Context: an optimization exercise on an open-source flow, tuned for small area. The choices shown serve that exercise and are no tape-out recipe.
Function was checked by simulation only, so behaviour that the tests miss may differ from the original.
No activity file was given, so power comes from the tool's default toggle rates.

$ cat design/flow/design.v
module kstc_crc32c_step #(
    parameter [31:0] POLY = 32'h82F63B78
) (
    input  wire [31:0] crc_in,
    input  wire [7:0]  data,
    output reg  [31:0] crc_out
);
    integer i;
    always @* begin
        crc_out = crc_in ^ {24'd0, data};
        for (i = 0; i < 8; i = i + 1)
            crc_out = crc_out[0] ? ((crc_out >> 1) ^ POLY) : (crc_out >> 1);
    end
endmodule
module kstc_rx #(
    parameter MAX_PAYLOAD = 64
) (
    input  wire                     clk,
    input  wire                     rst,
    input  wire                     in_valid,
    input  wire [7:0]               in_byte,
    output reg                      out_valid,
    output wire [7:0]               out_pri,
    output wire [15:0]              out_src,
    output wire [15:0]              out_dst,
    output wire [15:0]              out_dspec,
    output wire [63:0]              out_tid,
    output wire [6:0]               out_len,
    output wire [8*MAX_PAYLOAD-1:0] out_payload
);
    localparam [7:0]  DELIM       = 8'h9E;
    localparam [7:0]  ESC         = 8'h8E;
    localparam [31:0] CRC_INIT    = 32'hFFFFFFFF;
    localparam [31:0] CRC_RESIDUE = 32'hB798B438;
    reg        in_frame;    
    reg        fresh;       
    reg        unesc;       
    reg [6:0]  cnt;         
    reg [31:0] crc;
    reg [8*24-1:8]          hdr;       
    reg [8*MAX_PAYLOAD-1:0] buffer;    
    wire [7:0]  eff = unesc ? ~in_byte : in_byte;
    wire [31:0] crc_next;
    kstc_crc32c_step u_crc (
        .crc_in  (crc),
        .data    (eff),
        .crc_out (crc_next)
    );
    wire is_delim = (in_byte == DELIM);
    wire is_esc   = (in_byte == ESC);
    wire data     = in_valid && !is_delim && !is_esc;
    wire at_hdr_end = !fresh && (cnt == 7'd123);             
    wire at_ovf     = cnt[6] && !cnt[5] && !cnt[4];          
    wire len_ok     = !cnt[6] || at_ovf;                     
    reg bad_data;
    always @* begin
        bad_data = 1'b0;
        if (fresh && eff != 8'h00)
            bad_data = 1'b1;                                 
        if (!fresh && cnt >= 7'd116 && cnt <= 7'd118 && eff != 8'h00)
            bad_data = 1'b1;                                 
        if (!fresh && cnt == 7'd119 && eff != 8'h80)
            bad_data = 1'b1;
        if (at_hdr_end && crc_next != CRC_RESIDUE)
            bad_data = 1'b1;                                 
        if (!fresh && at_ovf)
            bad_data = 1'b1;                                 
    end
    wire take_delim = in_valid && is_delim;
    wire emit = take_delim && in_frame && !fresh && len_ok && (crc == CRC_RESIDUE);
    always @(posedge clk) begin
        if (rst)
            in_frame <= 1'b0;
        else if (take_delim)
            in_frame <= 1'b1;
        else if (in_valid && is_esc && unesc)
            in_frame <= 1'b0;                                
        else if (data && bad_data)
            in_frame <= 1'b0;
    end
    always @(posedge clk) begin
        if (in_valid)
            unesc <= is_esc;
        if (take_delim)
            fresh <= 1'b1;
        else if (data)
            fresh <= 1'b0;
        if (data)
            cnt <= fresh ? 7'd93 : cnt + 7'd1;
        if (take_delim || (data && at_hdr_end))
            crc <= CRC_INIT;
        else if (data)
            crc <= crc_next;
    end
    always @(posedge clk) begin
        if (rst)
            out_valid <= 1'b0;
        else
            out_valid <= emit;
    end
    integer k;
    always @(posedge clk) begin
        for (k = 1; k <= 23; k = k + 1)
            if ((k <= 7 || k >= 16) && cnt == k - 36 + 128)
                hdr[8*k +: 8] <= eff;
        for (k = 0; k < MAX_PAYLOAD; k = k + 1)
            if (cnt == ((k - 4 + 128) % 128))
                buffer[8*k +: 8] <= eff;
    end
    assign out_pri     = hdr[15:8];
    assign out_src     = hdr[31:16];
    assign out_dst     = hdr[47:32];
    assign out_dspec   = hdr[63:48];
    assign out_tid     = hdr[191:128];
    assign out_len     = cnt;
    assign out_payload = buffer;
endmodule
$ cat design/flow/flow/run.sh
#!/bin/bash
# Standard ORFS layout with two changes: the port buffers use the smallest
# buffer cell, and CTS uses smaller clock buffers and no dummy loads.
set -euo pipefail
cat >> config.mk <<'EOF'
export BUFFER_PORTS_ARGS = -buffer_cell sky130_fd_sc_hd__buf_1
export CTS_ARGS = -sink_clustering_enable -repair_clock_nets -dont_use_dummy_load -buf_list {sky130_fd_sc_hd__clkbuf_4 sky130_fd_sc_hd__clkbuf_8}
EOF
bash standard.sh > standard_make.log 2>&1
$ cat design/flow/standard.sh
#!/bin/bash
# synth_recipe.tcl (not shown) runs the flow's synth.tcl, then flattens the netlist and writes it again
# the make line also repeats each setting of config.mk as NAME=value (left out here)
make -C /OpenROAD-flow-scripts/flow DESIGN_CONFIG=/design/flow/config.mk WORK_HOME=/design/flow/orfs CLKGATE_MAP_FILE= SYNTH_SCRIPT=/design/flow/synth_recipe.tcl "${@:-finish}"
$ cat design/flow/config.mk
export PLATFORM = sky130hd
export DESIGN_NAME = kstc_rx
export DESIGN_NICKNAME = kstc_rx
export VERILOG_FILES = /design/flow/design.v
export SDC_FILE = /design/flow/constraint.sdc
export NUM_CORES = 4
export LEC_CHECK = 0
export CAP_MARGIN = 20
export CORE_MARGIN = 2
export CORE_UTILIZATION = 40
export SLEW_MARGIN = 20
export BUFFER_PORTS_ARGS = -buffer_cell sky130_fd_sc_hd__buf_1
export CTS_ARGS = -sink_clustering_enable -repair_clock_nets -dont_use_dummy_load -buf_list {sky130_fd_sc_hd__clkbuf_4 sky130_fd_sc_hd__clkbuf_8}
$ cat design/flow/constraint.sdc
create_clock -name core_clock -period 5.0 [get_ports {clk}]
set_input_delay 1.0000 -clock core_clock [delete_from_list [all_inputs] [get_ports {clk}]]
set_output_delay 1.0000 -clock core_clock [all_outputs]
set_load 0.01 [all_outputs]
==> results of run 1 <==
[cells by family after synthesis]
| kind of cell | Yosys count |
|---|---|
| compound gates | 46 |
| flops | 675 |
| fa+ha+maj | 4 |
| mux | 2 |
| simple gates | 219 |
| xor+xnor | 104 |
| buf+inv | 38 |
[per-layer routing]
| layer | track usage | vias up | wire length [um] |
|---|---|---|---|
| met5 | 0 | - | 0 |
| li1 | - | 5597 | - |
| met1 | 0.285 | 6676 | 26400 |
| met2 | 0.399 | 601 | 36300 |
| met3 | 0.0508 | 94 | 5030 |
| met4 | 0.0648 | 0 | 1390 |
[flip-flops by register name (all words and copies together), names as in the netlist]
name,count
buffer,512
hdr,120
crc,32
cnt,7
fresh,1
in_frame,1
out_valid,1
unesc,1
[cell usage in the layout, fill, tap and decap left out, types with 3 or more instances in the layout]
cell | Yosys | layout
or3_1 | 7 | 7
clkbuf_8 | 0 | 106
dfxtp_1 | 35 | 35
nand2b_1 | 5 | 5
nor2b_1 | 4 | 4
o21ai_0 | 6 | 6
o211ai_1 | 23 | 23
edfxtp_1 | 640 | 640
nand3b_1 | 7 | 7
inv_1 | 5 | 5
nand4_1 | 5 | 5
xor3_1 | 5 | 5
xor2_4 | 3 | 11
and3_1 | 3 | 3
buf_1 | 5 | 650
nor2_1 | 89 | 87
xnor2_1 | 45 | 45
xnor3_1 | 19 | 19
a22oi_1 | 3 | 3
nor4bb_1 | 4 | 4
nand3_1 | 20 | 20
nor3_1 | 8 | 8
xor2_1 | 28 | 20
buf_4 | 2 | 27
a21oi_1 | 3 | 3
ha_1 | 4 | 4
nand2_1 | 57 | 57
[critical path, delay by kind of cell]
family,cells,cell delay (ns)
and+or+nand+nor,1,0.33
xor gates and xnor gates,3,1.64
buffers and inverters,1,0.46
AOI/OAI and AO/OA,3,0.62
[worst max-delay path by stage]
stage / end
6_report: in_frame
5_1_grt: in_frame
4_1_cts: in_frame
3_5_place_dp: in_frame
3_3_place_gp: in_frame
2_1_floorplan: in_frame
[final cells by class]
type	instances	area, um^2
inverter	5	18.8
tap	756	946
antenna	1	2.50
sequential	675	19900
timing repair buffer	677	2640
clock buffer	106	1460
multi-input combinational	375	2920
fill	4793	28500
[stage by stage]
step,worst slack [ns],area (um^2)
2_1_floorplan,0.456,22800
3_3_place_gp,0.845,26400
3_5_place_dp,0.818,26400
4_1_cts,1.51,27900
5_1_grt,1.30,27900
6_report,1.48,27900
[report_power, final]
| group | switching (mW) | internal, mW | total [mW] |
|---|---|---|---|
| logic | 2.37 | 2.10 | 4.47 |
| clock network | 1.83 | 1.85 | 3.68 |
| registers | 0.220 | 6.51 | 6.73 |
==> results by group, run 1 <==
GRT
  • Number of global-route vias before repair: 12,200
  • Largest net degree at the start of global routing: 57
  • First-pass GRT wire length: 95.4 mm
  • Grt ovf: 0
  • Initial antenna violation count: 0
  • All-Layer GR Usage: 0.228

Routing
  • TritonRoute pass-1 iters: 5
  • Initial DRC Count: 942
  • ANT nets after route: 0
  • WL/cell: 26.6 um
  • Final WL: 69.1 mm
  • Via/cell ratio: 5.00
  • DRC: 0
  • Vias: 13,000

Worst setup path
  • Crit path launch type: primary input
  • Max FO, Critical Path: 9
  • Setup slack, reg-to-reg: 1.59 ns
  • Reg2Reg Launch Point: unesc
  • Worst reg2reg endpoint: in_frame
  • Arr. time, crit path: 4.07 ns
  • Critical Path RT: 5.55 ns
  • Capturing element type of the critical path: flop
  • Crit path top cell by count: xnor3_1
  • CP startpoint: in_byte[0]
  • Max stage delay on crit path: 0.79 ns
  • Setup Crit Path Kind: primary input to flop
  • Worst-path cell chain: buf_1 > xor2_4 > xnor3_1 > xnor3_1 > or3_1 > a22oi_1 > o2111ai_1 > o31ai_2
  • Slowest CP cell: xnor3_1
  • R2R depth: 8

Clocking
  • Clock Pin Slew Worst Setup and Hold Paths: 0.05 ns
  • Clock buffer count from CTS: 106
  • Sink Count: 675
  • Clock tree buffer depth: 3
  • CTS resizes: 0
  • CTS H-Tree Depth: 3
  • Clk latency of the worst-skew pair: 0.71 ns
  • TritonCTS clock tree: done
  • Root Driver: clkbuf_8
  • # Post-CTS Setup Buffers: 0
  • CTS Hold Bufs: 0

Power
  • Leak: 8.84 nW
  • PnR Total Power: 14.9 mW
  • Pwr dens: 533 mW/mm^2
  • Max VDD drop: 0.400 mV

Final layout
  • Layout cells sized above 1: 0.0832
  • Cell Count, Final, Fillers Out: 2,595
  • Final Util: 0.495
  • Nets@finish: 1,855
  • Synthesis-to-finish area growth: 22.2%

Synth
  • Mean post-synth cell area: 21.0 um^2
  • Count leader, synth: edfxtp_1
  • Yosys warnings: 2
  • Largest family of logic cells by synthesized area: XOR/XNOR gates
  • Post-synthesis mux area share: 0.000931
  • Synth Register Bits: 675
  • Compound-Gate Fraction of Synth Area: 0.0146
  • Top cell type's share of synthesized area: 0.842
  • EDFF count, synth: 640
  • Seq/Total Area, Yosys: 0.872
  • Syn Nets: 1,103
  • Synth area leader: edfxtp_1
  • Asr flop ratio synth: 0
  • Synth cell count leaders: edfxtp_1, nor2_1, nand2_1
  • Post-Synthesis Cells: 1,088
  • Synth Area in XOR/XNOR: 0.0587
  • Post-synth cell types: 50
  • Top FF cell, synth: edfxtp_1
  • Synth Area in Adders: 0.00219
  • Post-Syn Area: 0.0228 mm^2
  • Area contributors post-synth: edfxtp_1, dfxtp_1, xnor3_1
  • Simple-gate area share of the yosys netlist: 0.0444

Floorplanning
  • I/O Pins: 651
  • Initial core utilization: 0.405
  • Die ar.: 0.0590 mm^2
  • Core Footprint: 0.0564 mm^2
  • # rows: 87
  • Die Span Y: 243 um
  • Die W: 243 um

Hold path
  • Hold Path Cell Cnt: 2
  • Hold Crit Class: flop to flop
  • Hold_sp: crc[28]
  • Hold endpoint: crc[28]

Timing
  • Final min period: 3.52 ns
  • Worst-margin pin slew: 1.02 ns
  • # setup viols final: 0
  • Fin crit share: 0.703
  • Hold WS: 0.500 ns
  • Final Hold Viols: 0
  • Unrepaired setup endpoints after global routing: false
  • TNS Setup: 0 ns
  • Fmax: 284 MHz
  • Worst clock skew: 0.0891 ns
  • Final Slew Violations: 0
  • Slew headroom: 0.321

Placement
  • Placed insts: 2,488
  • GPL Wtd Cong: 0.882
  • IO Port Bufs: 650
  • Final HPWL DP: 48.2 mm

Status
  • Status: finished clean

Run
  • Max cap viols: 0
==> inputs of run 2 (changes only) <==
==> design/flow/flow/run.sh (replaced) <==
#!/bin/bash
# Standard ORFS layout with two changes: the port buffers use the smallest
# buffer cell, and CTS uses smaller clock buffers and no dummy loads.
set -euo pipefail
cat >> config.mk <<'EOF'
export BUFFER_PORTS_ARGS = -buffer_cell sky130_fd_sc_hd__buf_1
export CTS_ARGS = -sink_clustering_enable -repair_clock_nets -dont_use_dummy_load -buf_list {sky130_fd_sc_hd__clkbuf_8} -sink_clustering_size 20 -sink_clustering_max_diameter 50
EOF
bash standard.sh > standard_make.log 2>&1
--- a/design/flow/config.mk
+++ b/design/flow/config.mk
@@ -10,4 +10,4 @@
 export CORE_UTILIZATION = 40
 export SLEW_MARGIN = 20
 export BUFFER_PORTS_ARGS = -buffer_cell sky130_fd_sc_hd__buf_1
-export CTS_ARGS = -sink_clustering_enable -repair_clock_nets -dont_use_dummy_load -buf_list {sky130_fd_sc_hd__clkbuf_4 sky130_fd_sc_hd__clkbuf_8}
+export CTS_ARGS = -sink_clustering_enable -repair_clock_nets -dont_use_dummy_load -buf_list {sky130_fd_sc_hd__clkbuf_8} -sink_clustering_size 20 -sink_clustering_max_diameter 50
==> run 2 against run 1 <==
Against the previous run: clock power down 26%; first-iteration DRC count up 22%; largest power group unchanged; largest cell class unchanged; design area down 2.3%; global-route usage down 0.31 points; sequential cell count unchanged; critical endpoint unchanged; die area unchanged; synthesized cell count unchanged; clock skew up 0.0053 ns; core utilization down 1.1 points; sequential share of layout area up 1.7 points; register-to-register slack worse by 0.02 ns; cell count down 1.8%.
==> results by group, run 2 <==
Floorplanning
  • Die W: 243 um
  • Die Span Y: 243 um
  • Initial core utilization: 0.405
  • I/O Pins: 651
  • Die ar.: 0.0590 mm^2
  • # rows: 87
  • Core Footprint: 0.0564 mm^2

Synth
  • Mean post-synth cell area: 21.0 um^2
  • Synth cell count leaders: edfxtp_1, nor2_1, nand2_1
  • Top cell type's share of synthesized area: 0.842
  • Count leader, synth: edfxtp_1
  • Area contributors post-synth: edfxtp_1, dfxtp_1, xnor3_1
  • Synth area leader: edfxtp_1
  • Seq/Total Area, Yosys: 0.872
  • Post-Synthesis Cells: 1,088
  • Post-synth cell types: 50
  • Post-Syn Area: 0.0228 mm^2
  • Syn Nets: 1,103
  • Synth Register Bits: 675
  • Asr flop ratio synth: 0
  • EDFF count, synth: 640
  • Top FF cell, synth: edfxtp_1
  • Yosys warnings: 2

Worst setup path
  • Max FO, Critical Path: 9
  • Worst-path cell chain: buf_1 > xor2_4 > xnor3_1 > xnor3_1 > or3_1 > a22oi_1 > o2111ai_1 > o31ai_2
  • Crit path launch type: primary input
  • Buf/Inv on CP: 1
  • Capturing element type of the critical path: flop
  • CP startpoint: in_byte[0]
  • Slowest CP cell: xnor3_1
  • Max stage delay on crit path: 0.90 ns
  • Reg2Reg Launch Point: unesc
  • Setup slack, reg-to-reg: 1.57 ns
  • Setup Crit Path Kind: primary input to flop
  • Crit path top cell by count: xnor3_1
  • Arr. time, crit path: 4.07 ns
  • Critical Path RT: 5.56 ns
  • Worst path top cell family by delay: XOR/XNOR gates

Clocking
  • Clock tree buffer depth: 3
  • Root Driver: clkbuf_8
  • CTS H-Tree Depth: 2
  • TritonCTS clock tree: done
  • # Post-CTS Setup Buffers: 0
  • Clock buffer count from CTS: 60
  • CTS resizes: 0
  • CTS Hold Bufs: 0
  • Sink Count: 675
  • Clock Pin Slew Worst Setup and Hold Paths: 0.07 ns
  • Clk latency of the worst-skew pair: 0.70 ns

Power
  • Leak: 8.51 nW
  • Sequential fraction of design power: 0.483
  • P_sw: 4.24 mW
  • Pwr dens: 509 mW/mm^2
  • Clk pwr share: 0.195
  • Max VDD drop: 0.407 mV
  • PnR Total Power: 13.9 mW
  • Internal: 9.65 mW
  • Net Sw Frac: 0.305
  • Comb pwr share: 0.321

Final layout
  • Cell Count, Final, Fillers Out: 2,548
  • Reg with most FFs: buffer
  • Commonest non-fill, non-tap cell in the layout: buf_1
  • N_diodes: 0
  • Largest registers: buffer: 512 flops, hdr: 120 flops, crc: 32 flops
  • Most frequent cells in the layout: buf_1, edfxtp_1, nor2_1
  • Largest register FFs: 512
  • Synthesis-to-finish area growth: 19.4%
  • Layout cells sized above 1: 0.0597
  • Nets@finish: 1,809

Placement
  • IO Port Bufs: 650
  • Placed insts: 2,488
  • GPL Wtd Cong: 0.882
  • Final HPWL DP: 48.2 mm

Timing
  • TNS Setup: 0 ns
  • Slew headroom: 0.330
  • Final Slew Violations: 0
  • Final min period: 3.51 ns
  • Unrepaired setup endpoints after global routing: false
  • Fin crit share: 0.702
  • Final Hold Viols: 0
  • # setup viols final: 0
  • Hold WS: 0.502 ns
  • Fmax: 285 MHz
  • Worst-margin pin slew: 1.00 ns
  • Worst clock skew: 0.0945 ns

Hold path
  • Hold Crit Class: flop to flop
  • Hold_sp: crc[28]

GRT
  • GRT met2 Usage: 0.394
  • Number of global-route vias before repair: 11,800
  • Layer with the highest usage: met2
  • Largest net degree at the start of global routing: 57
  • Grt met1 use: 0.287
  • Grt met3 use: 0.0480
  • Initial antenna violation count: 0
  • Grt ovf: 0
  • First-pass GRT wire length: 94.2 mm
  • All-Layer GR Usage: 0.225

Routing
  • ANT nets after route: 0
  • Vias: 12,800
  • TritonRoute pass-1 iters: 5
  • WL/cell: 27.0 um
  • Final WL: 68.7 mm
  • DRC: 0
  • Initial DRC Count: 1,150
  • Via/cell ratio: 5.02

Status
  • Status: finished clean

Run
  • Max cap viols: 0
[run 2: cell counts after synthesis]
Identical to the previous run, type by type.
[run 2: final timing paths]
| path | cells past startpoint | endpoint |
|---|---|---|
| setup / recovery | 8 | in_frame |
| hold / removal | 2 | crc[28] |
| setup reg to reg | 8 | in_frame |
| hold reg to reg | 2 | crc[28] |
[run 2: layout make-up]
type                    instances  area, um^2
inverters                       5        18.8
repair buffers                677        2640
well taps                     756         946
flip-flops and latches        675       19900
clock buffers                  60         826
multi-input cells             375        2920
fillers                      4855       29100
[run 2: kinds of logic (layout without fill, tap and decap cells)]
| family | after synthesis | in the layout | share of synthesized area |
|---|---|---|---|
| multiplexers | 2 | 2 | 0.000931 |
| XOR/XNOR | 104 | 104 | 0.0587 |
| buffers and inverters | 38 | 742 | 0.00690 |
| adder cells (fa/ha/maj) | 4 | 4 | 0.00219 |
| flip-flops | 675 | 675 | 0.872 |
| AND/OR/NAND/NOR | 219 | 219 | 0.0444 |
| AO/OA/AOI/OAI | 46 | 46 | 0.0146 |
[run 2: worst register-to-register path, stage by stage, from the launching register on]
cell and delay [ns]:
edfxtp_1 0.37, buf_4 0.50, xor3_1 0.60, xnor3_2 0.51
xor2_1 0.32, xnor3_1 0.48, nor2_1 0.18, o2111ai_1 0.17
o31ai_2 0.19
[run 2: per-layer routing]
metal,wire length (um),up-vias,share of wire
met5,0,-,0
met4,1370,0,0.020
met3,5280,88,0.077
met2,36000,604,0.52
met1,26100,6588,0.38
li1,-,5501,-
[run 2: metrics by stage]
| stage | instance area [um^2] | worst slack [ns] | utilization |
|---|---|---|---|
| 3_5_place_dp | 26400 | 0.818 | 0.469 |
| 4_1_cts | 27300 | 1.52 | 0.483 |
| 6_report | 27300 | 1.49 | 0.484 |
| 5_1_grt | 27300 | 1.32 | 0.484 |
| 3_3_place_gp | 26400 | 0.845 | 0.469 |
| 2_1_floorplan | 22800 | 0.456 | - |
[run 2: power groups by stage]
stage	logic (mW)	clock network (mW)	registers (mW)
after floorplan	3.46	0	6.77
after global placement	4.49	0	6.85
after detailed placement	4.42	0	6.84
after CTS	4.46	2.78	6.71
after global routing	4.79	2.96	6.74
final	4.46	2.71	6.71
==> inputs of run 3 (changes only) <==
==> design/flow/flow/run.sh (replaced) <==
#!/bin/bash
# Standard ORFS layout with two changes: the port buffers use the smallest
# buffer cell, and CTS uses smaller clock buffers and no dummy loads.
set -euo pipefail
cat >> config.mk <<'EOF'
export BUFFER_PORTS_ARGS = -buffer_cell sky130_fd_sc_hd__buf_1
export CTS_ARGS = -sink_clustering_enable -repair_clock_nets -dont_use_dummy_load -buf_list {sky130_fd_sc_hd__clkbuf_8} -sink_clustering_size 16 -sink_clustering_max_diameter 50
EOF
bash standard.sh > standard_make.log 2>&1
--- a/design/flow/config.mk
+++ b/design/flow/config.mk
@@ -10,4 +10,4 @@
 export CORE_UTILIZATION = 40
 export SLEW_MARGIN = 20
 export BUFFER_PORTS_ARGS = -buffer_cell sky130_fd_sc_hd__buf_1
-export CTS_ARGS = -sink_clustering_enable -repair_clock_nets -dont_use_dummy_load -buf_list {sky130_fd_sc_hd__clkbuf_8} -sink_clustering_size 20 -sink_clustering_max_diameter 50
+export CTS_ARGS = -sink_clustering_enable -repair_clock_nets -dont_use_dummy_load -buf_list {sky130_fd_sc_hd__clkbuf_8} -sink_clustering_size 16 -sink_clustering_max_diameter 50
==> run 3 against run 2 <==
Against the previous run: largest power group unchanged; cell count up 0.24%; sequential share of layout area is 0.22 points lower; sequential power barely moved; critical endpoint unchanged; clock skew fell by 0.00091 ns; design area grew 0.30%; clock-buffer cell count increased by 6; die area unchanged; worst setup slack got worse by 0.025 ns; clock power up 6%; critical path type unchanged.
==> results by group, run 3 <==
Synth
  • Count leader, synth: edfxtp_1
  • Simple-gate area share of the yosys netlist: 0.0444
  • Post-synth cell types: 50
  • Synth cell count leaders: edfxtp_1, nor2_1, nand2_1
  • Seq/Total Area, Yosys: 0.872
  • Post-synthesis mux area share: 0.000931
  • Synth area leader: edfxtp_1
  • Asr flop ratio synth: 0
  • Syn Nets: 1,103
  • Mean post-synth cell area: 21.0 um^2
  • Synth Area in XOR/XNOR: 0.0587
  • Synth Register Bits: 675
  • EDFF count, synth: 640
  • Top FF cell, synth: edfxtp_1
  • Yosys warnings: 2
  • Post-Synthesis Cells: 1,088
  • Compound-Gate Fraction of Synth Area: 0.0146
  • Post-Syn Area: 0.0228 mm^2
  • Area contributors post-synth: edfxtp_1, dfxtp_1, xnor3_1
  • Largest family of logic cells by synthesized area: XOR/XNOR gates
  • Top cell type's share of synthesized area: 0.842
  • Synth Area in Adders: 0.00219

Placement
  • Post-place setup slack: 0.818 ns
  • Placed insts: 2,488
  • GPL Wtd Cong: 0.882
  • IO Port Bufs: 650
  • Final HPWL DP: 48.2 mm

Routing
  • Initial DRC Count: 1,045
  • Met3 WL: 5.11 mm
  • DRC: 0
  • TritonRoute pass-1 iters: 5
  • WL/cell: 26.9 um
  • Routed wl met2: 36.1 mm
  • Met1 WL: 26.0 mm
  • Final WL: 68.8 mm
  • ANT nets after route: 0
  • Vias: 12,900
  • Max Used Layer: met4
  • Via/cell ratio: 5.04

Timing
  • Final Slew Violations: 0
  • TNS Setup: 0 ns
  • Slew headroom: 0.332
  • Unrepaired setup endpoints after global routing: false
  • Fin crit share: 0.707
  • # setup viols final: 0
  • Final Hold Viols: 0
  • Final min period: 3.54 ns
  • Worst-margin pin slew: 0.998 ns
  • Fmax: 283 MHz
  • Worst clock skew: 0.0935 ns
  • Final WS setup: 1.46 ns

Worst setup path
  • Max FO, Critical Path: 9
  • Slowest CP cell: xnor3_1
  • Capturing element type of the critical path: flop
  • Critical Path RT: 5.53 ns
  • R2R depth: 8
  • Worst path top cell family by delay: XOR/XNOR gates
  • Worst-path cell chain: buf_1 > xor2_4 > xnor3_1 > xnor3_1 > or3_1 > a22oi_1 > o2111ai_1 > o31ai_2
  • Crit path launch type: primary input
  • Arr. time, crit path: 4.07 ns
  • Crit path top cell by count: xnor3_1
  • Setup Crit Path Kind: primary input to flop
  • CP startpoint: in_byte[0]
  • Max stage delay on crit path: 0.78 ns
  • Buf/Inv on CP: 1
  • Setup slack, reg-to-reg: 1.58 ns
  • Worst reg2reg endpoint: in_frame
  • Reg2Reg Launch Point: unesc

Final layout
  • Nets@finish: 1,815
  • Largest registers: buffer: 512 flops, hdr: 120 flops, crc: 32 flops
  • Cell Count, Final, Fillers Out: 2,554
  • N_diodes: 0
  • Commonest non-fill, non-tap cell in the layout: buf_1
  • FILL cells: 4,842
  • Reg with most FFs: buffer
  • Register area: 0.0199 mm^2
  • Synthesis-to-finish area growth: 19.8%
  • Layout cells sized above 1: 0.0628
  • Final Util: 0.485
  • Most frequent cells in the layout: buf_1, edfxtp_1, nor2_1
  • Largest register FFs: 512
  • Multi-input gate area: 0.00292 mm^2

Clocking
  • Clock Pin Slew Worst Setup and Hold Paths: 0.07 ns
  • CTS resizes: 0
  • # Post-CTS Setup Buffers: 0
  • CTS Hold Bufs: 0
  • Clock buffer count from CTS: 66
  • TritonCTS clock tree: done
  • Clk latency of the worst-skew pair: 0.66 ns
  • CTS H-Tree Depth: 3
  • Root Driver: clkbuf_8
  • Clock tree buffer depth: 3
  • Sink Count: 675

Floorplanning
  • # rows: 87
  • Initial core utilization: 0.405
  • I/O Pins: 651
  • Die W: 243 um
  • Die Span Y: 243 um
  • Core Footprint: 0.0564 mm^2
  • Die ar.: 0.0590 mm^2

Power
  • Pwr dens: 514 mW/mm^2
  • Leak: 8.55 nW
  • Max VDD drop: 0.405 mV

GRT
  • Initial antenna violation count: 0
  • All-Layer GR Usage: 0.226
  • Largest net degree at the start of global routing: 57
  • First-pass GRT wire length: 94.4 mm
  • Grt ovf: 0
  • Number of global-route vias before repair: 11,900

Hold path
  • Hold Path Cell Cnt: 2
  • Hold endpoint: crc[28]
  • Hold Crit Class: flop to flop
  • Hold_sp: crc[28]

Run
  • Max cap viols: 0

Status
  • Status: finished clean
run 3: changes by cell type in the layout (fill, tap and decap cells not counted):
cell	before	now
clkbuf_8	60	66
run 3: power breakdown:
group | internal [mW] | switching (mW) | total (mW)
Clock | 1.18 | 1.69 | 2.86
Sequential | 6.49 | 0.224 | 6.72
Combinational | 2.10 | 2.38 | 4.48
Total | 9.77 | 4.29 | 14.1
run 3: worst max path at each step:
stage / end / slack (ns) / depth (start not counted)
3_3_place_gp: in_frame / 0.85 / 8
2_1_floorplan: in_frame / 0.46 / 7
5_1_grt: in_frame / 1.27 / 8
6_report: in_frame / 1.46 / 8
4_1_cts: in_frame / 1.49 / 8
3_5_place_dp: in_frame / 0.82 / 8
run 3: logic make-up after synthesis:
| kind of cell | count (synthesis) |
|---|---|
| muxes | 2 |
| AOI/OAI and AO/OA | 46 |
| buffers and inverters | 38 |
| adders and majority gates | 4 |
| and+or+nand+nor | 219 |
| xor gates and xnor gates | 104 |
| DFF | 675 |
run 3: per-stage QoR:
stage          hold WS [ns]  power [mW]  cell area, um^2
2_1_floorplan         0.450        10.2            22800
3_3_place_gp          0.504        11.3            26400
3_5_place_dp          0.494        11.3            26400
4_1_cts               0.505        14.1            27300
5_1_grt               0.546        14.7            27400
6_report              0.502        14.1            27400
run 3: area by class of cell:
cell class | count | area share
clock buffers | 66 | 0.0332
repair buffers | 677 | 0.0966
well taps | 756 | 0.0346
inverters | 5 | 0.000686
multi-input cells | 375 | 0.107
flip-flops and latches | 675 | 0.728
run 3: per-layer routing:
metal,GRT usage,vias to the layer above
li1,-,5509
met1,0.285,6672
met2,0.397,587
met3,0.0481,98
met4,0.0632,0
met5,0,-
run 3: worst register-to-register path, cell delays in order (launching register included):
cell       delay, ns
edfxtp_1        0.37
buf_4           0.50
xor3_1          0.60
xnor3_2         0.51
xor2_1          0.32
xnor3_1         0.48
nor2_1          0.17
o2111ai_1       0.17
o31ai_2         0.20
==> inputs of run 4 (changes only) <==
==> design/flow/run.sh (new file) <==
#!/bin/bash
# synth_recipe.tcl (not shown) runs the flow's synth.tcl, then flattens the netlist and writes it again
# the make line also repeats each setting of config.mk as NAME=value (left out here)
make -C /OpenROAD-flow-scripts/flow DESIGN_CONFIG=/design/flow/config.mk WORK_HOME=/design/flow/orfs CLKGATE_MAP_FILE= SYNTH_SCRIPT=/design/flow/synth_recipe.tcl finish
==> design/flow/config.mk (replaced) <==
export PLATFORM = sky130hd
export DESIGN_NAME = kstc_rx
export DESIGN_NICKNAME = kstc_rx
export VERILOG_FILES = /design/flow/design.v
export SDC_FILE = /design/flow/constraint.sdc
export NUM_CORES = 4
export LEC_CHECK = 0
export CAP_MARGIN = 20
export CORE_MARGIN = 2
export CORE_UTILIZATION = 40
export SLEW_MARGIN = 20
removed: design/flow/flow/run.sh
removed: design/flow/standard.sh
==> run 4 against run 3 <==
Against the previous run: still clean on timing, DRC and antenna; non-clock buffer count grew 4; register-to-register slack lost 0.26 ns; fmax shrank 4.3%; combinational power grew 2%; power grew 17%; cell count grew 2.8%; first-iteration DRC count shrank 12%; synthesized area is the same; clock-buffer cell count grew 16; clock power grew 78%; via count grew 1.8%; clock skew shrank 0.070 ns; critical endpoint unchanged; largest power group unchanged; highest routed layer unchanged.
==> results by group, run 4 <==
Final layout
  • FILL cells: 4,335
  • Final Util: 0.582
  • Largest register FFs: 512
  • Largest registers: buffer: 512 flops, hdr: 120 flops, crc: 32 flops
  • Post-Layout Inst Area: 0.0328 mm^2
  • Reg with most FFs: buffer
  • Commonest non-fill, non-tap cell in the layout: clkdlybuf4s50_1
  • Synthesis-to-finish area growth: 43.7%
  • Layout cells sized above 1: 0.0851
  • Cell Count, Final, Fillers Out: 2,625
  • Nets@finish: 1,824
  • Most frequent cells in the layout: clkdlybuf4s50_1, edfxtp_1, nor2_1

Worst setup path
  • Crit path launch type: primary input
  • R2R depth: 7
  • Max stage delay on crit path: 0.73 ns
  • Crit path top cell by count: xnor3_1
  • Worst reg2reg endpoint: in_frame
  • Worst-path cell chain: clkdlybuf4s50_1 > xor2_4 > xnor3_1 > xnor3_1 > or3_1 > a22oi_1 > o2111ai_1 > o31ai_2
  • Worst setup path end: in_frame
  • Arr. time, crit path: 4.20 ns
  • Worst path top cell family by delay: XOR/XNOR gates
  • Capturing element type of the critical path: flop
  • Critical Path RT: 5.51 ns
  • Max FO, Critical Path: 7
  • Buf/Inv on CP: 1
  • Setup Crit Path Kind: primary input to flop
  • Critical Path Stages: 8
  • Slowest CP cell: xnor3_1
  • Setup slack, reg-to-reg: 1.32 ns
  • Reg2Reg Launch Point: unesc
  • CP startpoint: in_byte[0]

Routing
  • Via/cell ratio: 4.99
  • TritonRoute pass-1 iters: 5
  • Final WL: 77.0 mm
  • Vias: 13,100
  • DRC: 0
  • ANT nets after route: 0
  • Initial DRC Count: 917
  • WL/cell: 29.3 um

Run
  • Max cap viols: 0

Timing
  • Unrepaired setup endpoints after global routing: false
  • TNS Setup: 0 ns
  • Worst-margin pin slew: 1.09 ns
  • Fmax: 271 MHz
  • Final Slew Violations: 0
  • Fin crit share: 0.739
  • Slew headroom: 0.275
  • Hold WS: 0.511 ns
  • Final Hold Viols: 0
  • # setup viols final: 0
  • Worst clock skew: 0.0234 ns
  • Final min period: 3.69 ns
  • Final WS setup: 1.31 ns

Clocking
  • CTS H-Tree Depth: 3
  • Clock tree buffer depth: 3
  • Clock Pin Slew Worst Setup and Hold Paths: 0.05 ns
  • Clock buffer count from CTS: 71
  • TritonCTS clock tree: done
  • Sink Count: 675
  • CTS Hold Bufs: 0
  • # Post-CTS Setup Buffers: 0
  • Clk latency of the worst-skew pair: 0.60 ns
  • CTS resizes: 0
  • Root Driver: clkbuf_16

Synth
  • EDFF count, synth: 640
  • Top FF cell, synth: edfxtp_1
  • Synth area leader: edfxtp_1
  • Count leader, synth: edfxtp_1
  • Top cell type's share of synthesized area: 0.842
  • Asr flop ratio synth: 0
  • Mean post-synth cell area: 21.0 um^2
  • Post-synth cell types: 50
  • Synth cell count leaders: edfxtp_1, nor2_1, nand2_1
  • Post-Synthesis Cells: 1,088
  • Syn Nets: 1,103
  • Area contributors post-synth: edfxtp_1, dfxtp_1, xnor3_1
  • Seq/Total Area, Yosys: 0.872
  • Synth Register Bits: 675
  • Post-Syn Area: 0.0228 mm^2
  • Yosys warnings: 2

Power
  • Leak: 11.0 nW
  • Pwr dens: 500 mW/mm^2
  • Max VDD drop: 0.334 mV
  • PnR Total Power: 16.4 mW

Placement
  • Final HPWL DP: 54.9 mm
  • GPL Wtd Cong: 0.879
  • Post-placement cell area: 0.0306 mm^2
  • IO Port Bufs: 650
  • Post-place setup slack: 0.712 ns
  • Placed insts: 2,492

Status
  • Status: finished clean

Floorplanning
  • Die ar.: 0.0590 mm^2
  • # rows: 87
  • Core Footprint: 0.0564 mm^2
  • Initial core utilization: 0.405
  • I/O Pins: 651
  • Die Span Y: 243 um
  • Die W: 243 um

GRT
  • Initial antenna violation count: 0
  • Grt ovf: 0
  • First-pass GRT wire length: 105 mm
  • All-Layer GR Usage: 0.256
  • Largest net degree at the start of global routing: 78
  • Number of global-route vias before repair: 12,600

Hold path
  • Hold Crit Class: flop to flop
## run 4: changes by cell type in the layout (fill, tap and decap cells not counted), moves of 10 or more
cell and change:
buf_1 -650, clkbuf_1 +10, clkbuf_16 +72, clkbuf_8 -66, clkdlybuf4s50_1 +650, clkinv_1 +13, clkinv_2 +18
## run 4: kinds of logic after synthesis
logic type | Yosys count | synth area share
compound gates | 46 | 0.0146
simple gates | 219 | 0.0444
fa+ha+maj | 4 | 0.00219
xor+xnor | 104 | 0.0587
mux | 2 | 0.000931
buf+inv | 38 | 0.00690
flops | 675 | 0.872
## run 4: area by class of cell
cell class,count,area (um^2),share of cell area
clock buffer,82,1840,0.0560
timing repair buffer,681,6760,0.206
multi-input combinational,375,2910,0.0888
inverter,5,18.8,0.000572
antenna,1,2.50,0.0000763
sequential,675,19900,0.607
tap,756,946,0.0288
clock inverter,50,414,0.0126
## run 4: worst register-to-register path: cells and delay by family, from the launching register on
family | cells | cell delay (ns)
flops | 1 | 0.75
xor+xnor | 3 | 1.79
compound gates | 3 | 0.71
simple gates | 1 | 0.33
## run 4: worst min-delay path by stage
stage / from / end / slack [ns] / depth (start not counted)
after floorplan: crc[12] / out_valid / 0.45 / 2
final: crc[28] / crc[28] / 0.51 / 2
after global placement: crc[28] / crc[28] / 0.50 / 2
after detailed placement: crc[28] / crc[28] / 0.51 / 2
after CTS: crc[28] / crc[28] / 0.52 / 2
after global routing: in_frame / in_frame / 0.54 / 2
## run 4: power breakdown
group          switching (mW)  leakage, nW  internal [mW]
Sequential              0.238         6.06           6.50
Combinational            2.38         3.83           2.19
Clock                    2.21         1.10           2.89
## run 4: layer usage
layer	GRT usage	wire length [um]	vias to the layer above
li1	-	-	5613
met1	0.311	29400	6838
met2	0.454	40500	538
met3	0.0546	4530	114
met4	0.0866	2470	0
met5	0	0	-
==> inputs of run 5 (changes only) <==
==> design/flow/flow/run.sh (new file) <==
#!/bin/bash
# Standard ORFS layout (the standard.sh) with the settings in
# flow/extra.mk added to config.mk: smallest buffer cell for the port
# buffers, CTS with smaller clock buffers and no dummy loads, and power
# recovery (downsizing of non-critical gates) after global routing.
set -euo pipefail
cat flow/extra.mk >> config.mk
bash standard.sh > standard_make.log 2>&1
==> design/flow/flow/extra.mk (new file) <==
export BUFFER_PORTS_ARGS = -buffer_cell sky130_fd_sc_hd__buf_1
export CTS_ARGS = -sink_clustering_enable -repair_clock_nets -dont_use_dummy_load -buf_list {sky130_fd_sc_hd__clkbuf_8} -sink_clustering_size 20 -sink_clustering_max_diameter 50
export RECOVER_POWER = 100
==> design/flow/standard.sh (new file) <==
#!/bin/bash
# synth_recipe.tcl (not shown) runs the flow's synth.tcl, then flattens the netlist and writes it again
# the make line also repeats each setting of config.mk as NAME=value (left out here)
make -C /OpenROAD-flow-scripts/flow DESIGN_CONFIG=/design/flow/config.mk WORK_HOME=/design/flow/orfs CLKGATE_MAP_FILE= SYNTH_SCRIPT=/design/flow/synth_recipe.tcl "${@:-finish}"
--- a/design/flow/config.mk
+++ b/design/flow/config.mk
@@ -7,5 +7,8 @@
 export LEC_CHECK = 0
 export CAP_MARGIN = 20
 export CORE_MARGIN = 2
-export CORE_UTILIZATION = 40
+export CORE_UTILIZATION = 70
 export SLEW_MARGIN = 20
+export BUFFER_PORTS_ARGS = -buffer_cell sky130_fd_sc_hd__buf_1
+export CTS_ARGS = -sink_clustering_enable -repair_clock_nets -dont_use_dummy_load -buf_list {sky130_fd_sc_hd__clkbuf_8} -sink_clustering_size 20 -sink_clustering_max_diameter 50
+export RECOVER_POWER = 100
removed: design/flow/run.sh
==> run 5 against run 4 <==
Against the previous run: now fails the layout checks on capacitance limit, slew limit; die area is 42% lower; critical path depth is 5 lower; worst setup slack worse by 0.41 ns; non-clock buffer count is 8 lower; highest routed layer unchanged.
==> results by group, run 5 <==
Worst setup path
  • Setup Crit Path Kind: flop to flop
  • CP startpoint: unesc
  • Capturing element type of the critical path: flop
  • Arr. time, crit path: 4.45 ns
  • Reg2Reg Launch Point: unesc
  • Max FO, Critical Path: 30
  • Setup slack, reg-to-reg: 0.90 ns
  • Critical Path RT: 5.35 ns
  • Crit path launch type: flop

Final layout
  • Post-Layout Inst Area: 0.0265 mm^2
  • Layout cells sized above 1: 0.0383
  • Synthesis-to-finish area growth: 16.1%
  • Nets@finish: 1,791
  • Largest registers: buffer: 512 flops, hdr: 120 flops, crc: 32 flops
  • Reg with most FFs: buffer
  • Commonest non-fill, non-tap cell in the layout: edfxtp_1
  • Largest register FFs: 512
  • Most frequent cells in the layout: edfxtp_1, buf_1, nor2_1
  • Final Util: 0.819

Clocking
  • Sink Count: 675
  • Clock Pin Slew Worst Setup and Hold Paths: 0.11 ns
  • CTS Hold Bufs: 0
  • CTS H-Tree Depth: 2
  • CTS resizes: 0
  • Clock buffer count from CTS: 46
  • Clk latency of the worst-skew pair: 0.60 ns
  • # Post-CTS Setup Buffers: 0
  • Clock tree buffer depth: 3
  • TritonCTS clock tree: done
  • Root Driver: clkbuf_8

Timing
  • Worst clock skew: 0.0485 ns
  • Fin crit share: 0.820
  • Final min period: 4.10 ns
  • Fmax: 244 MHz
  • Unrepaired setup endpoints after global routing: false
  • Worst-margin pin slew: 3.10 ns
  • TNS Setup: 0 ns
  • Slew headroom: -1.07
  • Final Hold Viols: 0
  • Final Slew Violations: 569
  • # setup viols final: 0

Floorplanning
  • Die ar.: 0.0341 mm^2
  • Die Span Y: 185 um
  • Core Footprint: 0.0324 mm^2
  • Die W: 185 um
  • I/O Pins: 651
  • # rows: 66
  • Initial core utilization: 0.705

Synth
  • Top cell type's share of synthesized area: 0.842
  • Count leader, synth: edfxtp_1
  • Asr flop ratio synth: 0
  • Top FF cell, synth: edfxtp_1
  • Synth cell count leaders: edfxtp_1, nor2_1, nand2_1
  • Synth area leader: edfxtp_1
  • Post-synth cell types: 50
  • Seq/Total Area, Yosys: 0.872
  • Mean post-synth cell area: 21.0 um^2
  • EDFF count, synth: 640
  • Area contributors post-synth: edfxtp_1, dfxtp_1, xnor3_1
  • Synth Register Bits: 675
  • Yosys warnings: 2
  • Post-Syn Area: 0.0228 mm^2
  • Syn Nets: 1,103
  • Post-Synthesis Cells: 1,088

Hold path
  • Hold_sp: crc[29]
  • Hold Crit Class: flop to flop

Routing
  • Routed wl met2: 32.7 mm
  • Via/cell ratio: 6.02
  • Final WL: 65.3 mm
  • Max Used Layer: met4
  • Met1 WL: 22.6 mm
  • ANT nets after route: 0
  • Vias: 13,300
  • DRC: 0
  • TritonRoute pass-1 iters: 5
  • WL/cell: 29.5 um
  • Met3 WL: 7.30 mm
  • Initial DRC Count: 1,375

Placement
  • IO Port Bufs: 650
  • Post-placement cell area: 0.0260 mm^2
  • Final HPWL DP: 44.7 mm
  • GPL Wtd Cong: 0.941

GRT
  • First-pass GRT wire length: 89.1 mm
  • Grt ovf: 0
  • Largest net degree at the start of global routing: 80
  • All-Layer GR Usage: 0.376
  • Initial antenna violation count: 1
  • Number of global-route vias before repair: 12,300

Power
  • Pwr dens: 508 mW/mm^2
  • Max VDD drop: 0.449 mV
  • Leak: 8.33 nW

Status
  • Layout Check Failures: capacitance limit, slew limit
  • Status: failed layout checks

Run
  • Max cap viols: 13
run 5: critical path, stage by stage (launching register included):
cell,delay [ns]
edfxtp_1,0.51
buf_4,0.38
xor2_1,2.34
buf_4,0.63
run 5: power breakdown:
group | switching [mW] | internal, mW
Clock | 1.53 | 0.828
Sequential | 0.231 | 6.51
Combinational | 2.32 | 2.06
run 5: final cells by class:
class | count | area [um^2]
antenna | 1 | 2.50
clock buffer | 46 | 633
fill | 1603 | 5860
inverter | 5 | 18.8
multi-input combinational | 375 | 2820
sequential | 675 | 19900
tap | 442 | 553
timing repair buffer | 673 | 2570
run 5: cells by family (layout without fill, tap and decap cells):
family | after synthesis | after routing | synth area share
flops | 675 | 675 | 0.872
simple gates | 219 | 219 | 0.0444
xor+xnor | 104 | 104 | 0.0587
compound gates | 46 | 46 | 0.0146
buf+inv | 38 | 724 | 0.00690
fa+ha+maj | 4 | 4 | 0.00219
mux | 2 | 2 | 0.000931
other cells | 0 | 1 | 0
run 5: path summary, 6_finish.rpt:
kind | end | depth (start not counted)
worst min register to register | crc[29] | 2
worst max-delay path | hdr[187] | 3
worst max register to register | hdr[187] | 3
worst min-delay path | crc[29] | 2
run 5: metal layers:
metal | vias up | track usage
li1 | 5461 | -
met3 | 165 | 0.0941
met1 | 6678 | 0.500
met4 | 0 | 0.123
met2 | 1040 | 0.623
met5 | - | 0
run 5: through the flow:
step                instances  hold slack, ns  power (mW)  setup slack [ns]
floorplan                1088           0.450        10.2             0.456
global placement         2170           0.488        11.2             0.931
detailed placement       2170           0.495        11.2             0.840
CTS                      2216           0.510        13.4              1.43
global route             2217           0.532        14.0             0.799
finish                   2217           0.509        13.5             0.900
==> inputs of run 6 (changes only) <==
==> design/flow/flow/run.sh (replaced) <==
#!/bin/bash
# Standard ORFS layout (the standard.sh) with the settings in
# flow/extra.mk added to config.mk: smallest buffer cell for the port
# buffers, and CTS with smaller clock buffers and no dummy loads.
set -euo pipefail
cat flow/extra.mk >> config.mk
bash standard.sh > standard_make.log 2>&1
==> design/flow/flow/extra.mk (replaced) <==
export BUFFER_PORTS_ARGS = -buffer_cell sky130_fd_sc_hd__buf_1
export CTS_ARGS = -sink_clustering_enable -repair_clock_nets -dont_use_dummy_load -buf_list {sky130_fd_sc_hd__clkbuf_8} -sink_clustering_size 20 -sink_clustering_max_diameter 50
--- a/design/flow/config.mk
+++ b/design/flow/config.mk
@@ -7,8 +7,7 @@
 export LEC_CHECK = 0
 export CAP_MARGIN = 20
 export CORE_MARGIN = 2
-export CORE_UTILIZATION = 70
+export CORE_UTILIZATION = 46
 export SLEW_MARGIN = 20
 export BUFFER_PORTS_ARGS = -buffer_cell sky130_fd_sc_hd__buf_1
 export CTS_ARGS = -sink_clustering_enable -repair_clock_nets -dont_use_dummy_load -buf_list {sky130_fd_sc_hd__clkbuf_8} -sink_clustering_size 20 -sink_clustering_max_diameter 50
-export RECOVER_POWER = 100
==> run 6 against run 5 <==
Against the previous run: the run now finishes clean; synthesized cell count unchanged; wire length up 5.0%; sequential share of layout area down 1.5 points; cell count up 10%; clock power up 8.9%; design area up 2.0%.
==> results by group, run 6 <==
Floorplanning
  • # rows: 81
  • I/O Pins: 651
  • Initial core utilization: 0.467
  • Die W: 227 um
  • Core Footprint: 0.0490 mm^2
  • Die ar.: 0.0514 mm^2
  • Die Span Y: 227 um

Final layout
  • Multi-input gate area: 0.00292 mm^2
  • Layout cells sized above 1: 0.0544
  • Commonest non-fill, non-tap cell in the layout: buf_1
  • Cell Count, Final, Fillers Out: 2,447
  • Register area: 0.0199 mm^2
  • Largest registers: buffer: 512 flops, hdr: 120 flops, crc: 32 flops
  • Synthesis-to-finish area growth: 18.5%
  • N_diodes: 0
  • Largest register FFs: 512
  • Final Util: 0.553
  • Nets@finish: 1,800
  • FILL cells: 3,927
  • Reg with most FFs: buffer
  • Most frequent cells in the layout: buf_1, edfxtp_1, nor2_1
  • Post-Layout Inst Area: 0.0271 mm^2

Worst setup path
  • Arr. time, crit path: 4.09 ns
  • Capturing element type of the critical path: flop
  • Critical Path RT: 5.56 ns
  • Crit path launch type: primary input
  • Max FO, Critical Path: 9
  • Setup Crit Path Kind: primary input to flop

Timing
  • Final Hold Viols: 0
  • Fin crit share: 0.704
  • TNS Setup: 0 ns
  • Hold WS: 0.518 ns
  • Slew headroom: 0.264
  • Fmax: 284 MHz
  • Unrepaired setup endpoints after global routing: false
  • Worst-margin pin slew: 1.10 ns
  • Final WS setup: 1.48 ns
  • Worst clock skew: 0.0753 ns
  • # setup viols final: 0
  • Final Slew Violations: 0
  • Final min period: 3.52 ns

GRT
  • All-Layer GR Usage: 0.258
  • Largest net degree at the start of global routing: 80
  • Grt ovf: 0
  • Initial antenna violation count: 0
  • Number of global-route vias before repair: 12,100
  • First-pass GRT wire length: 92.0 mm

Synth
  • EDFF count, synth: 640
  • Post-synth cell types: 50
  • Mean post-synth cell area: 21.0 um^2
  • Count leader, synth: edfxtp_1
  • Synth cell count leaders: edfxtp_1, nor2_1, nand2_1
  • Yosys warnings: 2
  • Top FF cell, synth: edfxtp_1
  • Top cell type's share of synthesized area: 0.842
  • Post-Syn Area: 0.0228 mm^2
  • Asr flop ratio synth: 0
  • Synth area leader: edfxtp_1
  • Post-Synthesis Cells: 1,088
  • Syn Nets: 1,103
  • Synth Register Bits: 675
  • Seq/Total Area, Yosys: 0.872
  • Area contributors post-synth: edfxtp_1, dfxtp_1, xnor3_1

Routing
  • ANT nets after route: 0
  • Via/cell ratio: 5.20
  • TritonRoute pass-1 iters: 5
  • DRC: 0
  • WL/cell: 28.0 um
  • Vias: 12,700
  • Final WL: 68.5 mm
  • Initial DRC Count: 982

Power
  • Comb pwr share: 0.321
  • PnR Total Power: 13.7 mW
  • Net Sw Frac: 0.304
  • Internal: 9.52 mW
  • Leak: 8.46 nW
  • P_sw: 4.17 mW
  • Pwr dens: 506 mW/mm^2
  • Clk pwr share: 0.188
  • Sequential fraction of design power: 0.491
  • Max VDD drop: 0.394 mV

Placement
  • Placed insts: 2,394
  • GPL Wtd Cong: 0.880
  • Post-place setup slack: 0.840 ns
  • Post-placement cell area: 0.0263 mm^2
  • IO Port Bufs: 650
  • Final HPWL DP: 48.1 mm

Run
  • Max cap viols: 0

Clocking
  • Clock tree buffer depth: 3
  • Sink Count: 675
  • CTS resizes: 0
  • CTS Hold Bufs: 0
  • Clk latency of the worst-skew pair: 0.68 ns
  • TritonCTS clock tree: done
  • Root Driver: clkbuf_8
  • Clock Pin Slew Worst Setup and Hold Paths: 0.05 ns
  • # Post-CTS Setup Buffers: 0
  • Clock buffer count from CTS: 53
  • CTS H-Tree Depth: 2

Status
  • Status: finished clean

Hold path
  • Hold Crit Class: flop to flop
==> run 6: power groups by stage <==
| stage | clock, mW | combinational (mW) | sequential (mW) |
|---|---|---|---|
| after global routing | 2.80 | 4.80 | 6.74 |
| final | 2.57 | 4.39 | 6.72 |
| after global placement | 0 | 4.41 | 6.85 |
| after floorplan | 0 | 3.46 | 6.77 |
| after detailed placement | 0 | 4.40 | 6.84 |
| after CTS | 2.63 | 4.42 | 6.72 |
==> run 6: worst paths after layout <==
kind,start,endpoint,slack (ns),cells after the start
setup / recovery,in_byte[1],in_frame,1.48,8
hold reg to reg,crc[23],crc[23],0.52,2
setup reg to reg,unesc,in_frame,1.65,7
hold / removal,crc[23],crc[23],0.52,2
==> run 6: cell type report <==
| type | count | area share |
|---|---|---|
| Timing Repair Buffer | 675 | 0.0976 |
| Tap cell | 664 | 0.0307 |
| Inverter | 5 | 0.000694 |
| Sequential cell | 675 | 0.736 |
| Clock buffer | 53 | 0.0270 |
| Multi-Input combinational cell | 375 | 0.108 |
==> run 6: logic make-up after synthesis <==
group,share of synthesized area
flops,0.872
simple gates,0.0444
compound gates,0.0146
fa+ha+maj,0.00219
xor+xnor,0.0587
mux,0.000931
buf+inv,0.00690
==> run 6: worst max-delay path: stages <==
cell       delay (ns)
buf_1            0.39
xor3_1           0.52
xnor3_1          0.73
xnor3_1          0.49
or3_1            0.37
a22oi_1          0.19
o2111ai_1        0.17
o31ai_2          0.22
==> run 6: routing by layer <==
metal,up-vias,routed length [um],GRT usage,share of wire
met5,-,0,0,0
li1,5482,-,-,-
met3,115,4680,0.0583,0.068
met1,6565,25500,0.315,0.37
met2,562,36000,0.454,0.53
met4,0,2320,0.0847,0.034
==> inputs of run 7 (changes only) <==
==> design/flow/flow/run.sh (replaced) <==
#!/bin/bash
# Standard ORFS layout (the standard.sh) with these changes:
# - synthesis is the standard flow's synthesis script with only the ABC mapping script
#   replaced by flow/area.abc (area-oriented mapping); flip-flop mapping,
#   flattening and renaming are unchanged;
# - flow/extra.mk is added to config.mk: smallest buffer cell for the port
#   buffers, and CTS with smaller clock buffers and no dummy loads.
set -euo pipefail
W=$PWD
cat flow/extra.mk >> config.mk
sed '/source \$::env(SCRIPTS_DIR)\/synth_preamble.tcl/a set abc_args [lreplace $abc_args 1 1 '"$W"'/flow/area.abc]' \
    "$FLOW_HOME/scripts/synth.tcl" > flow_synth.tcl
grep -q 'flow/area.abc' flow_synth.tcl
sed "s#source \$::env(SCRIPTS_DIR)/synth.tcl#source $W/flow_synth.tcl#" synth_recipe.tcl > flow_synth_recipe.tcl
grep -q 'flow_synth.tcl' flow_synth_recipe.tcl
bash standard.sh synth SYNTH_SCRIPT="$W/flow_synth_recipe.tcl" > synth_make.log 2>&1
bash standard.sh > standard_make.log 2>&1
==> design/flow/flow/area.abc (new file) <==
strash
dc2
dch -f
amap
strash
dch -f
amap
strash
dch -f
amap
topo
--- a/design/flow/config.mk
+++ b/design/flow/config.mk
@@ -7,7 +7,7 @@
 export LEC_CHECK = 0
 export CAP_MARGIN = 20
 export CORE_MARGIN = 2
-export CORE_UTILIZATION = 46
+export CORE_UTILIZATION = 70
 export SLEW_MARGIN = 20
 export BUFFER_PORTS_ARGS = -buffer_cell sky130_fd_sc_hd__buf_1
 export CTS_ARGS = -sink_clustering_enable -repair_clock_nets -dont_use_dummy_load -buf_list {sky130_fd_sc_hd__clkbuf_8} -sink_clustering_size 20 -sink_clustering_max_diameter 50
==> run 7 against run 6 <==
Against the previous run: the flow now stops in I/O pin placement (3_2_place_iop); synthesized cell count rose by 0.46%; synthesized area fell by 3.6%.
==> results by group, run 7 <==
Status
  • Status: stopped before the end
  • Stop stage: I/O pin placement (3_2_place_iop)
  • Tool error: [ERROR PPL-0024] Number of IO pins (651) exceeds maximum number of available positions (648). Increase the die perimeter from 725.34um to 885.36um.

Synth
  • Top cell type's share of synthesized area: 0.873
  • Asr flop ratio synth: 0
  • Yosys warnings: 2
  • Count leader, synth: edfxtp_1
  • Top FF cell, synth: edfxtp_1
  • Syn Nets: 1,108
  • Seq/Total Area, Yosys: 0.905
  • Synth Register Bits: 675
  • Area contributors post-synth: edfxtp_1, dfxtp_1, nor2_1
  • Synth area leader: edfxtp_1
  • Post-Syn Area: 0.0220 mm^2
  • Post-synth cell types: 23
  • Synth cell count leaders: edfxtp_1, nor2_1, clkinv_1
  • Mean post-synth cell area: 20.1 um^2
  • EDFF count, synth: 640
  • Post-Synthesis Cells: 1,093

Floorplanning
  • Initial core utilization: 0.716
  • Die Span Y: 181 um
  • # rows: 64
  • Die W: 181 um
run 7: cell count changes after synthesis, moves of 26 or more:
cell	delta
xnor2_1	-45
nand2_1	-32
nor2_1	+37
o22ai_1	+47
xor2_1	-26
clkinv_1	+71
a21oi_1	+35
run 7: cell families after synthesis:
logic type	after synthesis	synth area share
compound gates	141	0.0412
xor+xnor	2	0.000796
fa+ha+maj	4	0.00227
buf+inv	71	0.0121
flops	675	0.905
simple gates	200	0.0388
==> inputs of run 8 (changes only) <==
--- a/design/flow/config.mk
+++ b/design/flow/config.mk
@@ -7,7 +7,7 @@
 export LEC_CHECK = 0
 export CAP_MARGIN = 20
 export CORE_MARGIN = 2
-export CORE_UTILIZATION = 70
+export CORE_UTILIZATION = 46
 export SLEW_MARGIN = 20
 export BUFFER_PORTS_ARGS = -buffer_cell sky130_fd_sc_hd__buf_1
 export CTS_ARGS = -sink_clustering_enable -repair_clock_nets -dont_use_dummy_load -buf_list {sky130_fd_sc_hd__clkbuf_8} -sink_clustering_size 20 -sink_clustering_max_diameter 50
==> run 8 against run 7 <==
Against the previous run: now clean on timing, DRC and antenna; synthesized cell count did not move; synthesized area is the same.
==> results by group, run 8 <==
Status
  • Status: finished clean

Placement
  • IO Port Bufs: 650
  • Final HPWL DP: 48.9 mm
  • Post-placement cell area: 0.0258 mm^2
  • Placed insts: 2,426
  • Post-place setup slack: -0.0304 ns
  • GPL Wtd Cong: 0.970

Clocking
  • # Post-CTS Setup Buffers: 0
  • Clock Pin Slew Worst Setup and Hold Paths: 0.08 ns
  • Root Driver: clkbuf_8
  • CTS H-Tree Depth: 2
  • CTS resizes: 0
  • Clock tree buffer depth: 3
  • CTS Hold Bufs: 0
  • Sink Count: 675
  • TritonCTS clock tree: done
  • Clk latency of the worst-skew pair: 0.68 ns
  • Clock buffer count from CTS: 49

Floorplanning
  • Die W: 223 um
  • Die Span Y: 223 um
  • Core Footprint: 0.0474 mm^2
  • Die ar.: 0.0496 mm^2
  • # rows: 80
  • Initial core utilization: 0.464
  • I/O Pins: 651

Timing
  • TNS Setup: 0 ns
  • Final WS setup: 0.529 ns
  • Hold WS: 0.468 ns
  • Slew headroom: 0.343
  • Final Slew Violations: 0
  • Fmax: 224 MHz
  • # setup viols final: 0
  • Worst-margin pin slew: 0.982 ns
  • Final min period: 4.47 ns
  • Fin crit share: 0.894
  • Worst clock skew: 0.0794 ns
  • Final Hold Viols: 0
  • Unrepaired setup endpoints after global routing: false

Final layout
  • Most frequent cells in the layout: buf_1, edfxtp_1, nor2_1
  • Largest register FFs: 512
  • Layout cells sized above 1: 0.0694
  • Commonest non-fill, non-tap cell in the layout: buf_1
  • Reg with most FFs: buffer
  • Nets@finish: 1,877
  • Largest registers: buffer: 512 flops, hdr: 120 flops, crc: 32 flops
  • Final Util: 0.558
  • Cell Count, Final, Fillers Out: 2,475
  • N_diodes: 0
  • Post-Layout Inst Area: 0.0265 mm^2
  • Synthesis-to-finish area growth: 20.3%

Synth
  • Synth cell count leaders: edfxtp_1, nor2_1, clkinv_1
  • Synth Register Bits: 675
  • Count leader, synth: edfxtp_1
  • Asr flop ratio synth: 0
  • EDFF count, synth: 640
  • Syn Nets: 1,108
  • Seq/Total Area, Yosys: 0.905
  • Top FF cell, synth: edfxtp_1
  • Top cell type's share of synthesized area: 0.873
  • Post-Syn Area: 0.0220 mm^2
  • Synth area leader: edfxtp_1
  • Mean post-synth cell area: 20.1 um^2
  • Area contributors post-synth: edfxtp_1, dfxtp_1, nor2_1
  • Yosys warnings: 2
  • Post-synth cell types: 23
  • Post-Synthesis Cells: 1,093

GRT
  • Grt ovf: 0
  • Initial antenna violation count: 0
  • All-Layer GR Usage: 0.270
  • Number of global-route vias before repair: 12,600
  • Largest net degree at the start of global routing: 54
  • First-pass GRT wire length: 94.5 mm

Worst setup path
  • Setup Crit Path Kind: flop to flop
  • Reg2Reg Launch Point: unesc
  • Arr. time, crit path: 5.06 ns
  • Crit path launch type: flop
  • Slowest CP cell: edfxtp_1
  • Max FO, Critical Path: 11
  • Max stage delay on crit path: 0.39 ns
  • Capturing element type of the critical path: flop
  • CP startpoint: unesc
  • Critical Path RT: 5.59 ns
  • Worst-path cell chain: buf_4 > o22ai_1 > clkinv_2 > o22ai_1 > clkinv_1 > o22ai_1 > clkinv_1 > o22ai_1 > clkinv_1 > o22ai_1 > clkinv_1 > a21oi_1 > nor2_1 > a21oi_1 > nor4b_2 > nand3_1 > nor3_1 > nand3_1 > a31oi_1 > nor2_1 > a31oi_1 > nand2_1 > a21oi_1
  • Crit path top cell by count: o22ai_1

Hold path
  • Hold_sp: in_frame
  • Hold Crit Class: flop to flop

Routing
  • Initial DRC Count: 1,137
  • WL/cell: 27.9 um
  • Vias: 13,300
  • Final WL: 69.1 mm
  • ANT nets after route: 0
  • DRC: 0
  • Via/cell ratio: 5.37
  • TritonRoute pass-1 iters: 5

Power
  • Max VDD drop: 0.304 mV
  • Leak: 8.10 nW
  • Pwr dens: 438 mW/mm^2
  • PnR Total Power: 11.6 mW

Run
  • Max cap viols: 0
-- run 8: cell counts after synthesis --
Identical to the previous run, type by type.
-- run 8: where the power goes --
part,switching (mW),total [mW],leakage [nW],internal (mW)
clock network,1.60,2.48,0.352,0.878
registers,0.155,6.56,6.04,6.41
logic,1.57,2.54,1.71,0.972
-- run 8: area by class of cell --
| cell class | count | area, um^2 |
|---|---|---|
| fill | 3881 | 21000 |
| sequential | 675 | 19900 |
| timing repair buffer | 718 | 2960 |
| multi-input combinational | 347 | 1880 |
| tap | 615 | 769 |
| clock buffer | 49 | 674 |
| inverter | 71 | 270 |
-- run 8: layer usage --
layer / part of all wire / track usage / vias to the layer above
met1: 0.37 / 0.333 / 6758
li1: - / - / 5757
met3: 0.077 / 0.0566 / 113
met4: 0.036 / 0.103 / 0
met5: 0 / 0 / -
met2: 0.52 / 0.470 / 660
-- run 8: cells by family (layout without fill, tap and decap cells) --
group	after synthesis	count (layout)	synth area share
AO/OA/AOI/OAI	141	141	0.0412
XOR/XNOR	2	2	0.000796
adder cells (fa/ha/maj)	4	4	0.00227
buffers and inverters	71	838	0.0121
flip-flops	675	675	0.905
AND/OR/NAND/NOR	200	200	0.0388
-- run 8: worst max-delay path: cells and delay by family, from the launching register on --
family / cells / cell delay (ns)
buffers and inverters: 6 / 1.00
and+or+nand+nor: 7 / 0.88
AOI/OAI and AO/OA: 10 / 2.19
DFF: 1 / 0.39
-- run 8: final timing paths --
check / depth (start not counted) / slack [ns] / endpoint
max: 23 / 0.53 / in_frame
min reg2reg: 2 / 0.47 / in_frame
max reg2reg: 23 / 0.53 / in_frame
min: 2 / 0.47 / in_frame

-- re-timing with driven ports --
Ports are ideal in the flow. The routed layouts listed here were re-timed in OpenROAD. Step 1: set_driving_cell puts a clkbuf_16 on clk and a buf_2 on each other input, an assumption about the parent block. Step 2 also shifts input and output timing later by t, the mid clock arrival at the registers, as if the neighbouring blocks saw the same clock. a / b / c = no drivers / after step 1 / after step 2; a / b = the first two.
run | t, ns | slack for setup (ns) | worst hold slack (ns) | worst data-port slew with drivers (ns)
run 1 | 0.715 | 1.484 / 1.508 / 0.793 | 0.500 / 0.500 / 0.500 | 0.04
run 2 | 0.700 | 1.489 / 1.513 / 0.814 | 0.502 / 0.502 / 0.502 | 0.04
run 3 | 0.671 | 1.465 / 1.492 / 0.821 | 0.502 / 0.502 / 0.502 | 0.04
run 4 | 0.651 | 1.306 / 1.320 / 0.690 | 0.511 / 0.511 / 0.511 | 0.03
run 5 | 0.629 | 0.900 / 0.900 / 0.410 | 0.509 / 0.509 / 0.509 | 0.11
run 6 | 0.700 | 1.478 / 1.505 / 0.805 | 0.518 / 0.518 / 0.518 | 0.04
run 8 | 0.693 | 0.529 / 0.529 / -0.057 | 0.468 / 0.468 / 0.468 | 0.03
With both steps, setup timing fails in run 8, where it was met with ideal ports. For run 1, which loses most, drivers alone change the setup slack by +0.024 ns; drivers and shift together by -0.691 ns.
